Source: an optimization exercise on an open RTL-to-GDS flow (aim: small area, a short achievable clock period and few clock cycles). Production flows keep margins and buffers that such runs may drop. The RTL was checked by simulation tests, not by an equivalence proof against the original design. Power figures rest on the tool's default switching activity, not on a simulated workload.

==> flow/design.v <==
module bpce (
    input  wire        clk,
    input  wire        rst,
    input  wire        cmd_valid,
    output wire        cmd_ready,
    input  wire [31:0] cmd_data,
    output wire        rsp_valid,
    input  wire        rsp_ready,
    output wire [31:0] rsp_data,
    output wire        mem_en,
    output wire        mem_we,
    output wire [11:0] mem_addr,
    output wire [31:0] mem_wdata,
    input  wire [31:0] mem_rdata
);
    localparam [1:0] K_SPAN = 2'd0, K_NSPAN = 2'd1, K_OVF = 2'd2, K_NONE = 2'd3;
    localparam [3:0]
        S_IDLE  = 4'd0,    
        S_W1    = 4'd1,    
        S_DRAIN = 4'd2,    
        S_LOAD  = 4'd3,    
        S_LEND  = 4'd4,    
        S_LDEC  = 4'd5,    
        S_SINIT = 4'd6,    
        S_SRCH  = 4'd7,    
        S_PACK  = 4'd8,    
        S_GDIV  = 4'd9,    
        S_GADDR = 4'd10,   
        S_ELEM  = 4'd11,   
        S_RSP   = 4'd12;   
    reg [3:0]  st;
    reg        cmd_ready_r;
    reg        rsp_valid_r;
    reg [31:0] rsp_data_r;
    reg        rsp_last_r;
    reg        mem_en_r, mem_we_r;
    reg [11:0] mem_addr_r;
    reg [31:0] mem_wdata_r;
    assign cmd_ready = cmd_ready_r;
    assign rsp_valid = rsp_valid_r;
    assign rsp_data  = rsp_data_r;
    assign mem_en    = mem_en_r;
    assign mem_we    = mem_we_r;
    assign mem_addr  = mem_addr_r;
    assign mem_wdata = mem_wdata_r;
    reg [2:0]  op_r;         
    reg        w0ok;         
    reg [1:0]  hdr;          
    reg [1:0]  kind;
    reg [10:0] n_r;          
    reg [5:0]  kg;           
    reg [5:0]  pp;           
    reg [11:0] size_w;       
    reg [31:0] cnt32;        
    reg [10:0] li;           
    reg        ldv;          
    reg [10:0] hist [0:31];  
    reg [5:0]  sp, spB, spC;
    reg [10:0] cum, novB;
    reg        vB, vC, okC;
    reg [16:0] ncB, costC, best_cost;
    reg [5:0]  best_p;
    reg [31:0] q0, q1, q2, q3;
    reg [2:0]  qcnt;
    reg [5:0]  bo;
    reg [11:0] rd_addr;
    reg        d1, v2, d2;
    reg [5:0]  ew;
    reg        emode;        
    reg [10:0] eleft;        
    reg [15:0] mpos;         
    reg [10:0] epay;         
    reg        ors;          
    reg [10:0] idx_r;
    reg [10:0] dq;
    reg [3:0]  dr;
    reg [3:0]  dcnt;
    reg [31:0] part_m, part_o;
    reg [5:0]  cnt_m, cnt_o;
    reg [10:0] wp, opw;
    reg [10:0] ecnt;
    reg        ovph;
    integer b;
    function [5:0] bits_needed;
        input [31:0] v;
        integer j;
        begin
            bits_needed = 6'd1;
            for (j = 0; j < 32; j = j + 1)
                if (v[j]) bits_needed = j[5:0] + 6'd1;
        end
    endfunction
    wire        cmd_fire = cmd_valid && cmd_ready_r;
    wire        rsp_fire = rsp_valid_r && rsp_ready;
    wire        rsp_free = !rsp_valid_r || rsp_ready;
    wire        is_v3    = (kind == K_OVF);
    wire        is_v2    = (kind == K_NSPAN);
    wire [5:0]  kp       = pp + 6'd1;
    wire [5:0]  main_w   = is_v3 ? kp : kg;
    reg  [3:0]  epw_d;       
    reg         epw_p2;
    reg  [2:0]  epw_sh;
    always @(*) begin
        epw_p2 = 1'b1; epw_sh = 3'd0; epw_d = 4'd1;
        case (kg)
            6'd1:  epw_sh = 3'd5;
            6'd2:  epw_sh = 3'd4;
            6'd3:  begin epw_p2 = 1'b0; epw_d = 4'd10; end
            6'd4:  epw_sh = 3'd3;
            6'd5:  begin epw_p2 = 1'b0; epw_d = 4'd6; end
            6'd6:  begin epw_p2 = 1'b0; epw_d = 4'd5; end
            6'd7, 6'd8: epw_sh = 3'd2;
            6'd9, 6'd10: begin epw_p2 = 1'b0; epw_d = 4'd3; end
            6'd11, 6'd12, 6'd13, 6'd14, 6'd15, 6'd16: epw_sh = 3'd1;
            default: epw_sh = 3'd0;
        endcase
    end
    reg  [10:0] mul_a;
    reg  [5:0]  mul_b;
    wire [16:0] mul_p = mul_a * mul_b;
    wire [10:0] g_q = epw_p2 ? (idx_r >> epw_sh) : dq;
    wire [10:0] g_m = ~(11'h7FF << epw_sh);
    wire [4:0]  g_r = epw_p2 ? idx_r[4:0] & g_m[4:0] : {1'b0, dr};
    always @(*) begin
        mul_a = idx_r;
        mul_b = main_w;
        case (st)
            S_SINIT: begin mul_a = n_r;  mul_b = kg; end
            S_SRCH:  begin mul_a = novB; mul_b = kg; end
            S_GADDR: begin
                mul_a = is_v2 ? {6'd0, g_r} : idx_r;
                mul_b = main_w;
            end
            default: begin mul_a = epay; mul_b = kg; end
        endcase
    end
    wire [63:0] win64  = {q1, q0} >> bo[4:0];
    wire [31:0] win    = win64[31:0];
    wire [31:0] wmask  = (ew[5]) ? 32'hFFFFFFFF : ~(32'hFFFFFFFF << ew[4:0]);
    wire [31:0] field  = win & wmask;
    wire        flag   = is_v3 && !emode && !pp[5] && win[pp[4:0]];
    wire [31:0] pmask  = ~(32'hFFFFFFFF << pp[4:0]);
    wire [6:0]  bo_w   = {1'b0, bo} + {1'b0, ew};
    wire        need2  = bo_w > 7'd32;
    wire        e_have = (qcnt >= (need2 ? 3'd2 : 3'd1));
    wire        e_act  = (st == S_ELEM) && !ors && (eleft != 11'd0);
    wire        e_skip = e_act && bo[5] && (qcnt != 3'd0);
    wire        e_rdy  = e_act && !bo[5] && e_have;
    wire        e_out  = e_rdy && !flag && (hdr == 2'd0) && rsp_free;
    wire        e_flag = e_rdy && flag;
    wire        e_fire = e_out || e_flag;
    wire [6:0]  bo_2w  = bo_w + {1'b0, ew};
    wire [6:0]  bo_adv = is_v2 ? ((bo_2w > 7'd32) ? 7'd32 : bo_w) : bo_w;
    wire        e_pop  = e_skip || (e_fire && !e_flag && bo_adv[5]) || (e_fire && !e_flag && bo_adv[6]);
    wire        e_last = (eleft == 11'd1);
    wire [31:0] pk_v    = q0;
    wire [31:0] pk_hi   = pp[5] ? 32'd0 : (pk_v & ~pmask);
    wire        pk_over = is_v3 && (pk_hi != 32'd0);
    wire [31:0] pk_slot = pk_over ? ((32'd1 << pp[4:0]) | {21'd0, ecnt}) : pk_v;
    wire        pk_act  = (st == S_PACK);
    wire        pk_fm   = pk_act && cnt_m[5];                      
    wire        pk_ov   = pk_act && !pk_fm && ovph;                
    wire        pk_mn   = pk_act && !pk_fm && !ovph && (eleft != 11'd0) && (qcnt != 3'd0);
    wire        pk_end  = pk_act && !pk_fm && !ovph && (eleft == 11'd0);
    wire        pk_efm  = pk_end && (cnt_m != 6'd0);
    wire        pk_efo  = pk_end && (cnt_m == 6'd0) && (cnt_o != 6'd0);
    wire        pk_done = pk_end && (cnt_m == 6'd0) && (cnt_o == 6'd0);
    wire [31:0] sh_in   = pk_ov ? pk_v : pk_slot;
    wire [4:0]  sh_amt  = pk_ov ? cnt_o[4:0] : cnt_m[4:0];
    wire [31:0] sh_base = pk_ov ? part_o : part_m;
    wire [63:0] sh_out  = {32'd0, sh_base} | ({32'd0, sh_in} << sh_amt);
    wire [6:0]  pk_nc   = pk_ov ? ({1'b0, cnt_o} + {1'b0, kg}) : ({1'b0, cnt_m} + {1'b0, main_w});
    wire        pk_v2f  = is_v2 && ((pk_nc + {1'b0, kg}) > 7'd32);    
    wire        pk_cw   = (pk_ov || pk_mn) && (pk_nc[6] || pk_nc[5] || (!pk_ov && pk_v2f));
    wire        pk_wr   = pk_fm || pk_efm || pk_efo || pk_cw;
    wire        pk_pop  = pk_ov || (pk_mn && !pk_over);
    wire        r_mode  = (st == S_ELEM) || (st == S_PACK) || (st == S_LEND) ||
                          (st == S_LDEC) || (st == S_SINIT) || (st == S_SRCH);
    wire        q_push  = v2 && !d2;
    wire        q_pop   = e_pop || pk_pop;
    wire        v1      = mem_en_r && !mem_we_r && !d1;
    wire [3:0]  q_occ   = {1'b0, qcnt} - {3'd0, q_pop} + {3'd0, q_push} + {3'd0, v1};
    wire        r_issue = r_mode && !pk_wr && (q_occ < 4'd4) && !ors &&
                          !((st == S_ELEM) && (eleft == 11'd0));
    reg         s_go;
    reg  [11:0] s_addr;
    reg  [5:0]  s_bo;
    wire [15:0] g_pos   = is_v2 ? {g_q, mul_p[4:0]} : mul_p[15:0];
    wire [15:0] o_pos   = mul_p[15:0];
    wire [10:0] sA_cum  = cum + hist[sp - 6'd1];
    wire        sA_go   = (st == S_SRCH) && (sp < kg);
    wire [16:0] sB_cost = ncB + mul_p;
    wire [11:0] sB_lim  = (spB >= 6'd11) ? 12'hFFF : (12'd1 << spB);
    wire        sB_ok   = ({1'b0, novB} <= sB_lim);
    wire [5:0]  ld_bn   = bits_needed(mem_wdata_r);
    always @(posedge clk) begin
        if (rst) begin
            st          <= S_IDLE;
            cmd_ready_r <= 1'b1;
            rsp_valid_r <= 1'b0;
            mem_en_r    <= 1'b0;
            mem_we_r    <= 1'b0;
            kind        <= K_NONE;
            n_r         <= 11'd0;
            size_w      <= 12'd0;
            ldv         <= 1'b0;
            v2          <= 1'b0;
            d1          <= 1'b0;
            d2          <= 1'b0;
            qcnt        <= 3'd0;
            ors         <= 1'b0;
            eleft       <= 11'd0;
            hdr         <= 2'd0;
        end else begin
            mem_en_r <= 1'b0;
            mem_we_r <= 1'b0;
            ldv      <= 1'b0;
            if (rsp_fire) begin
                if (rsp_last_r) begin
                    rsp_valid_r <= 1'b0;
                    cmd_ready_r <= 1'b1;
                    st          <= S_IDLE;
                end else if (hdr != 2'd0) begin
                    rsp_data_r  <= (op_r == 3'd5) ? ((hdr == 2'd2) ? {15'd0, size_w, 5'd0} : 32'd0)
                                                  : {21'd0, n_r};
                    rsp_last_r  <= (hdr == 2'd1) && (eleft == 11'd0);
                    hdr         <= hdr - 2'd1;
                end else begin
                    rsp_valid_r <= 1'b0;
                end
            end
            if (e_out) begin
                rsp_valid_r <= 1'b1;
                rsp_data_r  <= field;
                rsp_last_r  <= e_last;
            end
            v2 <= mem_en_r && !mem_we_r;
            d2 <= d1;
            begin : qupd
                reg [2:0] cpop;
                cpop = qcnt - {2'd0, q_pop};
                if (q_pop) begin
                    q0 <= q1; q1 <= q2; q2 <= q3;
                end
                if (q_push) begin
                    case (cpop)
                        3'd0: q0 <= mem_rdata;
                        3'd1: q1 <= mem_rdata;
                        3'd2: q2 <= mem_rdata;
                        default: q3 <= mem_rdata;
                    endcase
                end
                qcnt <= cpop + {2'd0, q_push};
            end
            if (r_issue) begin
                mem_en_r   <= 1'b1;
                mem_addr_r <= rd_addr;
                rd_addr    <= rd_addr + 12'd1;
                d1         <= 1'b0;
            end
            if (ldv) begin
                hist[ld_bn - 6'd1] <= hist[ld_bn - 6'd1] + 11'd1;
                if (ld_bn > kg) kg <= ld_bn;
            end
            if (e_fire) begin
                eleft <= eleft - (e_flag ? 11'd0 : 11'd1);
                if (is_v3 && !emode)
                    mpos <= mpos + {10'd0, ew};
                if (e_flag) begin
                    epay <= field[10:0] & pmask[10:0];
                    ors  <= 1'b1;
                end else if (emode) begin
                end else begin
                    bo <= bo_adv[6] ? 6'd32 : {1'b0, bo_adv[4:0]} | {bo_adv[6], 5'd0};
                end
            end
            if (e_skip)
                bo <= bo - 6'd32;
            s_go   = 1'b0;
            s_addr = 12'd0;
            s_bo   = 6'd0;
            if (pk_wr) begin
                mem_en_r <= 1'b1;
                mem_we_r <= 1'b1;
                if (pk_fm || pk_efm) begin
                    mem_addr_r  <= {1'b0, wp};
                    mem_wdata_r <= part_m;
                    wp          <= wp + 11'd1;
                    cnt_m       <= 6'd0;
                    part_m      <= 32'd0;
                end else if (pk_efo) begin
                    mem_addr_r  <= 12'h800 + {1'b0, opw};
                    mem_wdata_r <= part_o;
                    opw         <= opw + 11'd1;
                    cnt_o       <= 6'd0;
                end else begin
                    mem_addr_r  <= pk_ov ? (12'h800 + {1'b0, opw}) : {1'b0, wp};
                    mem_wdata_r <= sh_out[31:0];
                    if (pk_ov) opw <= opw + 11'd1;
                    else       wp  <= wp + 11'd1;
                end
            end
            if (pk_ov) begin
                ovph <= 1'b0;
                ecnt <= ecnt + 11'd1;
                eleft <= eleft - 11'd1;
                if (pk_cw) begin
                    part_o <= sh_out[63:32];
                    cnt_o  <= pk_nc[5:0] - 6'd32;
                end else begin
                    part_o <= sh_out[31:0];
                    cnt_o  <= pk_nc[5:0];
                end
            end
            if (pk_mn) begin
                if (pk_over) ovph <= 1'b1;
                else         eleft <= eleft - 11'd1;
                if (is_v2) begin
                    part_m <= pk_cw ? 32'd0 : sh_out[31:0];
                    cnt_m  <= pk_cw ? 6'd0 : pk_nc[5:0];
                end else if (pk_cw) begin
                    part_m <= sh_out[63:32];
                    cnt_m  <= pk_nc[5:0] - 6'd32;
                end else begin
                    part_m <= sh_out[31:0];
                    cnt_m  <= pk_nc[5:0];
                end
            end
            if (pk_done) begin
                size_w      <= {1'b0, wp} + {1'b0, opw};
                rsp_valid_r <= 1'b1;
                rsp_data_r  <= 32'd0;
                rsp_last_r  <= 1'b1;
                st          <= S_RSP;
            end
            case (st)
                S_IDLE: if (cmd_fire) begin
                    op_r  <= (cmd_data[31:24] >= 8'd1 && cmd_data[31:24] <= 8'd5) ? cmd_data[26:24] : 3'd0;
                    w0ok  <= (cmd_data[31:24] >= 8'd1 && cmd_data[31:24] <= 8'd5) && (cmd_data[23:0] == 24'd0);
                    st    <= S_W1;
                end
                S_W1: if (cmd_fire) begin : w1dec
                    reg        legal;
                    reg        dz;
                    dz    = (cmd_data == 32'd0);
                    legal = w0ok && !((op_r == 3'd3 || op_r == 3'd5) && !dz);
                    hdr        <= 2'd0;
                    eleft      <= 11'd0;
                    rsp_last_r <= 1'b1;
                    rsp_data_r <= 32'd0;
                    if (op_r == 3'd2) begin
                        if (!legal || kind == K_NONE || cmd_data > 32'd1024) begin
                            rsp_data_r <= !legal ? 32'd5 : (kind == K_NONE) ? 32'd4 : 32'd3;
                            cnt32      <= cmd_data;
                            if (dz) begin
                                rsp_valid_r <= 1'b1;
                                cmd_ready_r <= 1'b0;
                                st          <= S_RSP;
                            end else begin
                                st <= S_DRAIN;
                            end
                        end else begin
                            n_r    <= cmd_data[10:0];
                            li     <= 11'd0;
                            kg     <= 6'd1;
                            pp     <= 6'd1;
                            rd_addr <= is_v3 ? 12'hC00 : 12'h000;
                            for (b = 0; b < 32; b = b + 1)
                                hist[b] <= 11'd0;
                            if (dz) begin
                                size_w      <= 12'd0;
                                rsp_valid_r <= 1'b1;
                                cmd_ready_r <= 1'b0;
                                st          <= S_RSP;
                            end else begin
                                st <= S_LOAD;
                            end
                        end
                    end else begin
                        rsp_valid_r <= 1'b1;
                        cmd_ready_r <= 1'b0;
                        st          <= S_RSP;
                        if (!legal) begin
                            rsp_data_r <= 32'd5;
                        end else if (op_r != 3'd1 && kind == K_NONE) begin
                            rsp_data_r <= 32'd4;
                        end else begin
                            case (op_r)
                                3'd1: begin
                                    if (cmd_data > 32'd2) begin
                                        rsp_data_r <= 32'd2;
                                    end else begin
                                        kind   <= cmd_data[1:0];
                                        n_r    <= 11'd0;
                                        size_w <= 12'd0;
                                    end
                                end
                                3'd3: begin
                                    hdr        <= 2'd1;
                                    eleft      <= n_r;
                                    rsp_last_r <= 1'b0;
                                    if (n_r != 11'd0) begin
                                        st    <= S_ELEM;
                                        ew    <= main_w;
                                        emode <= 1'b0;
                                        mpos  <= 16'd0;
                                        s_go   = 1'b1;
                                        s_addr = 12'd0;
                                        s_bo   = 6'd0;
                                    end
                                end
                                3'd4: begin
                                    if (cmd_data >= {21'd0, n_r}) begin
                                        rsp_data_r <= 32'd1;
                                    end else begin
                                        idx_r      <= cmd_data[10:0];
                                        eleft      <= 11'd1;
                                        rsp_last_r <= 1'b0;
                                        dq         <= cmd_data[10:0];
                                        dr         <= 4'd0;
                                        dcnt       <= 4'd0;
                                        st         <= (is_v2 && !epw_p2) ? S_GDIV : S_GADDR;
                                    end
                                end
                                default: begin  
                                    hdr        <= 2'd2;
                                    rsp_last_r <= 1'b0;
                                end
                            endcase
                        end
                    end
                end
                S_DRAIN: if (cmd_fire) begin
                    cnt32 <= cnt32 - 32'd1;
                    if (cnt32 == 32'd1) begin
                        rsp_valid_r <= 1'b1;
                        cmd_ready_r <= 1'b0;
                        st          <= S_RSP;
                    end
                end
                S_LOAD: if (cmd_fire) begin
                    mem_en_r    <= 1'b1;
                    mem_we_r    <= 1'b1;
                    mem_addr_r  <= is_v3 ? (12'hC00 + {1'b0, li}) : {1'b0, li};
                    mem_wdata_r <= cmd_data;
                    ldv         <= 1'b1;
                    li          <= li + 11'd1;
                    if (li + 11'd1 == n_r) begin
                        cmd_ready_r <= 1'b0;
                        st          <= S_LEND;
                    end
                end
                S_LEND: st <= S_LDEC;
                S_LDEC: begin
                    wp     <= 11'd0;
                    opw    <= 11'd0;
                    ecnt   <= 11'd0;
                    cnt_m  <= 6'd0;
                    cnt_o  <= 6'd0;
                    part_m <= 32'd0;
                    part_o <= 32'd0;
                    ovph   <= 1'b0;
                    eleft  <= n_r;
                    if (is_v3) begin
                        st <= S_SINIT;
                    end else if ((is_v2 && kg > 6'd16) || (!is_v2 && kg == 6'd32)) begin
                        size_w      <= {1'b0, n_r};
                        rsp_valid_r <= 1'b1;
                        rsp_data_r  <= 32'd0;
                        rsp_last_r  <= 1'b1;
                        st          <= S_RSP;
                    end else begin
                        st <= S_PACK;
                    end
                end
                S_SINIT: begin
                    best_cost <= mul_p;
                    best_p    <= kg;
                    sp        <= 6'd1;
                    cum       <= 11'd0;
                    ncB       <= {6'd0, n_r};
                    vB        <= 1'b0;
                    vC        <= 1'b0;
                    st        <= S_SRCH;
                end
                S_SRCH: begin
                    vB <= sA_go;
                    if (sA_go) begin
                        cum  <= sA_cum;
                        novB <= n_r - sA_cum;
                        spB  <= sp;
                        ncB  <= ncB + {6'd0, n_r};
                        sp   <= sp + 6'd1;
                    end
                    vC    <= vB;
                    costC <= sB_cost;
                    okC   <= sB_ok;
                    spC   <= spB;
                    if (vC && okC && costC < best_cost) begin
                        best_cost <= costC;
                        best_p    <= spC;
                    end
                    if (!sA_go && !vB && !vC) begin
                        pp <= best_p;
                        st <= S_PACK;
                    end
                end
                S_GDIV: begin
                    begin : gdiv
                        reg [4:0] r2;
                        r2 = {dr, dq[10]};
                        if (r2 >= {1'b0, epw_d}) begin
                            dr <= r2[3:0] - epw_d;
                            dq <= {dq[9:0], 1'b1};
                        end else begin
                            dr <= r2[3:0];
                            dq <= {dq[9:0], 1'b0};
                        end
                    end
                    dcnt <= dcnt + 4'd1;
                    if (dcnt == 4'd10) st <= S_GADDR;
                end
                S_GADDR: begin
                    st     <= S_ELEM;
                    ew     <= main_w;
                    emode  <= 1'b0;
                    s_go   = 1'b1;
                    s_addr = g_pos[15:5];
                    s_bo   = {1'b0, g_pos[4:0]};
                end
                S_ELEM: begin
                    if (ors) begin
                        ors    <= 1'b0;
                        ew     <= kg;
                        emode  <= 1'b1;
                        s_go   = 1'b1;
                        s_addr = 12'h800 + {1'b0, o_pos[15:5]};
                        s_bo   = {1'b0, o_pos[4:0]};
                    end else if (e_out && emode) begin
                        if (!e_last) begin
                            ew     <= kp;
                            emode  <= 1'b0;
                            s_go   = 1'b1;
                            s_addr = {1'b0, mpos[15:5]};
                            s_bo   = {1'b0, mpos[4:0]};
                        end
                    end
                    if (e_out && e_last)
                        st <= S_RSP;
                end
                default: ;
            endcase
            if (s_go) begin
                qcnt       <= 3'd0;
                bo         <= s_bo;
                d2         <= 1'b1;
                mem_en_r   <= 1'b1;
                mem_we_r   <= 1'b0;
                mem_addr_r <= s_addr;
                rd_addr    <= s_addr + 12'd1;
                d1         <= 1'b0;
            end
            if (st == S_W1)
                qcnt <= 3'd0;
        end
    end
endmodule
==> flow/run.sh <==
#!/bin/bash
# synth_recipe.tcl (not shown) runs the flow's synth.tcl, then flattens the netlist and writes it again
# the make line also repeats each setting of config.mk as NAME=value (left out here)
make -C /OpenROAD-flow-scripts/flow DESIGN_CONFIG=/design/flow/config.mk WORK_HOME=/design/flow/orfs CLKGATE_MAP_FILE= SYNTH_SCRIPT=/design/flow/synth_recipe.tcl finish
==> flow/config.mk <==
export PLATFORM = sky130hd
export DESIGN_NAME = bpce
export DESIGN_NICKNAME = bpce
export VERILOG_FILES = /design/flow/design.v
export SDC_FILE = /design/flow/constraint.sdc
export NUM_CORES = 4
export LEC_CHECK = 0
export CAP_MARGIN = 20
export CORE_MARGIN = 2
export CORE_UTILIZATION = 40
export SLEW_MARGIN = 20
==> flow/constraint.sdc <==
create_clock -name core_clock -period 25.0 [get_ports {clk}]
set_input_delay 5.0000 -clock core_clock [delete_from_list [all_inputs] [get_ports {clk}]]
set_output_delay 5.0000 -clock core_clock [all_outputs]
set_load 0.01 [all_outputs]
==> notes.md <==
-- worst max path at each step --
stage | from | to | slack (ns) | cells past startpoint
floorplan | rst | register | 11.32 | 6
global placement | cmd_data[2] | hist[8][10] | 13.48 | 14
detailed placement | cmd_data[2] | hist[11][10] | 13.32 | 14
CTS | cmd_data[2] | hist[11][10] | 14.13 | 14
global route | cmd_data[2] | hist[11][10] | 13.61 | 14
finish | cmd_data[2] | hist[11][10] | 13.71 | 14
-- cells by family (layout without fill, tap and decap cells) --
family	after synthesis	in the layout	synth area share, %
AOI/OAI and AO/OA	1925	1925	18.3
xor gates and xnor gates	218	218	2.82
adders and majority gates	269	269	5.51
buffers and inverters	776	742	4.64
DFF	969	969	36.8
muxes	675	675	15.4
other	0	5	0
and+or+nand+nor	2458	2458	16.5
-- cells in the final DEF (no fill, tap or decap), types with 108 or more instances in the layout --
cell type | synthesis | layout
nor2_1 | 910 | 888
nand2_1 | 662 | 659
edfxtp_1 | 556 | 556
a21oi_1 | 535 | 533
dfxtp_1 | 413 | 413
o21ai_0 | 403 | 399
mux2i_1 | 312 | 307
mux4_2 | 288 | 288
nand3_1 | 221 | 218
ha_1 | 220 | 218
inv_1 | 209 | 209
a211oi_1 | 203 | 199
buf_4 | 8 | 170
clkdlybuf4s50_1 | 0 | 146
nor3_1 | 148 | 145
a22oi_1 | 132 | 132
xnor2_1 | 125 | 121
clkbuf_16 | 0 | 115
o22ai_1 | 109 | 108
-- routing by layer --
| metal | vias up | global-route usage [%] | part of all wire [%] |
|---|---|---|---|
| met2 | 3620 | 43.0 | 43 |
| li1 | 27014 | - | - |
| met4 | 4 | 11.9 | 4.5 |
| met1 | 29998 | 41.7 | 42 |
| met3 | 558 | 5.49 | 11 |
| met5 | - | 0 | 0.011 |
-- layout make-up --
cell class | instances | area, um2
sequential | 969 | 25000
fill | 16251 | 93700
inverter | 225 | 852
clock buffer | 149 | 3120
multi-input combinational | 5545 | 40100
timing repair buffer | 320 | 2790
antenna | 5 | 12.5
clock inverter | 48 | 554
tap | 2218 | 2780
-- metrics by stage --
step / setup slack (ns) / cells / util (%)
final: 13.71 / 9479 / 44.5
after global routing: 13.61 / 9477 / 44.5
after CTS: 14.13 / 9474 / 44.5
after detailed placement: 13.32 / 9277 / 42.3
after global placement: 13.48 / 9277 / 42.3
after floorplan: 11.32 / 7290 / -
-- worst max-delay path: cells and delay by family --
kind	cells	cell delay (ns)
simple gates	9	3.49
compound gates	2	0.71
buf+inv	3	2.60
-- power groups by stage --
stage,Clock (mW),Sequential (mW),Combinational [mW]
finish,1.67,2.08,2.36
global route,1.75,2.08,2.50
CTS,1.69,2.06,2.31
detailed placement,0,2.10,2.30
global placement,0,2.10,2.28
floorplan,0,1.98,1.53
==> flow_metrics.py <==
metrics = {
    "clock_tree": {
        "clockBufferDepth": 3,
        "worstSkewPairLatency_ns": 0.80,
        "ctsHtreeMaxLevel": 3,
        "clockRootBuffer": "clkbuf_16",
        "cts_tree": "built",
        "post_cts_buffers": 0,
        "numCtsBuffers": 111,
        "ctsHoldBuffers": 0,
        "cts.sinks": 969,
        "clkSlewWorstSetupHoldPaths_ns": 0.06,
        "ctsResizeCount": 0,
    },
    "power": {
        "power_density_nw_per_um2": 81.3,
        "ir_drop_uv": 108,
        "p_seq_share_pct": 34.0,
        "p_sw_share_pct": 41.3,
        "leakage_nw": 27.5,
        "p_sw_mw": 2.52,
        "pwr-share-clk_pct": 27.4,
        "power_frac_comb_pct": 38.6,
        "p_int_mw": 3.59,
        "power_mw": 6.11,
    },
    "route": {
        "routedWlPerCell_um": 27.4,
        "via_count": 61194,
        "dr.pass1.iters": 7,
        "drc": 0,
        "routed_via_density": 6.46,
        "ant_nets": 0,
        "routed_wl_um": 259000,
        "drt-initial-drc-count": 7911,
    },
    "worst_hold_path": {
        "worstHoldStart": "hist[22][1]",
        "worst_hold_path.num_cells": 2,
        "hold_end": "hist[22][1]",
        "min_path_type": "register to register",
    },
    "timing": {
        "timing.hold.ws_ns": 0.467,
        "rsz0062_at_grt": "no",
        "skew_ns": 0.0751,
        "finalCritPeriodShare_pct": 45.2,
        "final_hold_viol_count": 0,
        "period_minus_slack_ns": 11.29,
        "tns_ns": 0,
        "max_freq_mhz": 88.6,
        "slew_violations": 0,
        "setup_viol": 0,
        "slew_headroom_pct": 22.0,
        "worst_pin_slew_ns": 1.17,
    },
    "finish": {
        "stdcell_area_um2": 75200,
        "layout-drive-gt1-share_pct": 11.6,
        "largest_register_ffs": 352,
        "layout.nets": 7509,
        "syn2layout_area_growth_pct": 10.9,
        "top_register": "hist",
    },
    "placement": {
        "placedInstanceArea_um2": 71500,
        "hpwl_um": 184000,
        "numPortBuffers": 147,
        "gp_congestion": 0.993,
    },
    "setup_path": {
        "path_class": "input port to register",
        "crit_path_end_kind": "register",
        "cp-start-kind": "input port",
        "worst_ep_required_time_ns": 25.65,
        "critPathMostFrequentCell": "nand3_1",
        "crit_arrival_ns": 11.93,
        "reg2reg_from": "pp[3]",
        "crit_path_cell_trace": "clkdlybuf4s50_1 -> nor4_1 -> nand3_1 -> or4_1 -> a21boi_1 -> nand3_1 -> nor2_1 -> nand2_1 -> nor2_4 -> buf_4 -> buf_4 -> nor3_1 -> a22oi_1 -> nand3_1",
        "worst-r2r-setup-slack_ns": 16.40,
        "r2r_end": "costC[16]",
        "critPathMaxFanout": 101,
        "max_stage_delay_ns": 1.02,
        "cpMaxStageDelayCell": "buf_4",
        "ff2ff_path_depth": 29,
    },
    "yosys": {
        "synth.distinct_cells": 103,
        "synthArstFlopShare_pct": 0,
        "synth_edf_count": 556,
        "synth-main-ff-cell": "edfxtp_1",
        "yosysMostFrequentCell": "nor2_1",
        "ys_top_cells_by_area": "edfxtp_1 25%, dfxtp_1 12%, mux4_2 9.6%, nor2_1 5.0%, mux2i_1 4.6%",
        "syn-num-nets": 7627,
        "ys_warn_count": 1,
        "yosysSeqAreaShare_pct": 36.8,
        "synth.top_cell.area_share_pct": 24.6,
        "syn_area_per_cell_um2": 9.30,
        "syn-cell-area_um2": 67800,
        "synth_common_cells": "910 x nor2_1, 662 x nand2_1, 556 x edfxtp_1",
        "synth_seq_cells": 969,
        "yosysTopAreaCell": "edfxtp_1",
        "netlist_instances": 7290,
    },
    "grt": {
        "grtUsageTotal_pct": 29.1,
        "grt_start_max_net_pins": 134,
        "grt_pass1_vias": 57105,
        "grt_first_pass_wirelength_um": 384000,
        "antenna_found_initial": 13,
        "overflow": 0,
    },
    "floorplanning": {
        "pin_count": 148,
        "coreArea_um2": 169000,
        "core.rowCount": 151,
        "fp.dieW_um": 416,
        "fp.dieH_um": 416,
        "start_util_pct": 40.1,
        "dieArea_um2": 173000,
    },
    "outcome": {
        "status": "timing/DRC/antenna clean",
    },
    "run": {
        "max_cap_viol_count": 0,
    },
}
Testbench counts, summed over its fixed seeds: cycles 53,688.

## port drivers added, routing unchanged
The results above use ideal ports. As a check the final layout listed here was re-extracted and re-timed, cells and wires unchanged. Step 1: set_driving_cell puts a clkbuf_16 on clk and a buf_2 on each other input, an assumption about the parent block. Step 2 times the ports against the registers' clock, not the clock port: input delays grow and output delays shrink by t, the midpoint of the rising clock arrivals with the driver on. Slacks: ideal / step 1 / step 2; pairs: ideal / step 1.
t (ns): 0.851
slack for setup (ns): 13.712 / 13.713 / 12.862
worst hold slack (ns): 0.467 / 0.467 / 0.467
After both steps setup and hold are still met in this run. The setup slack of this run moves by +0.001 ns with the drivers and by -0.850 ns with both steps.
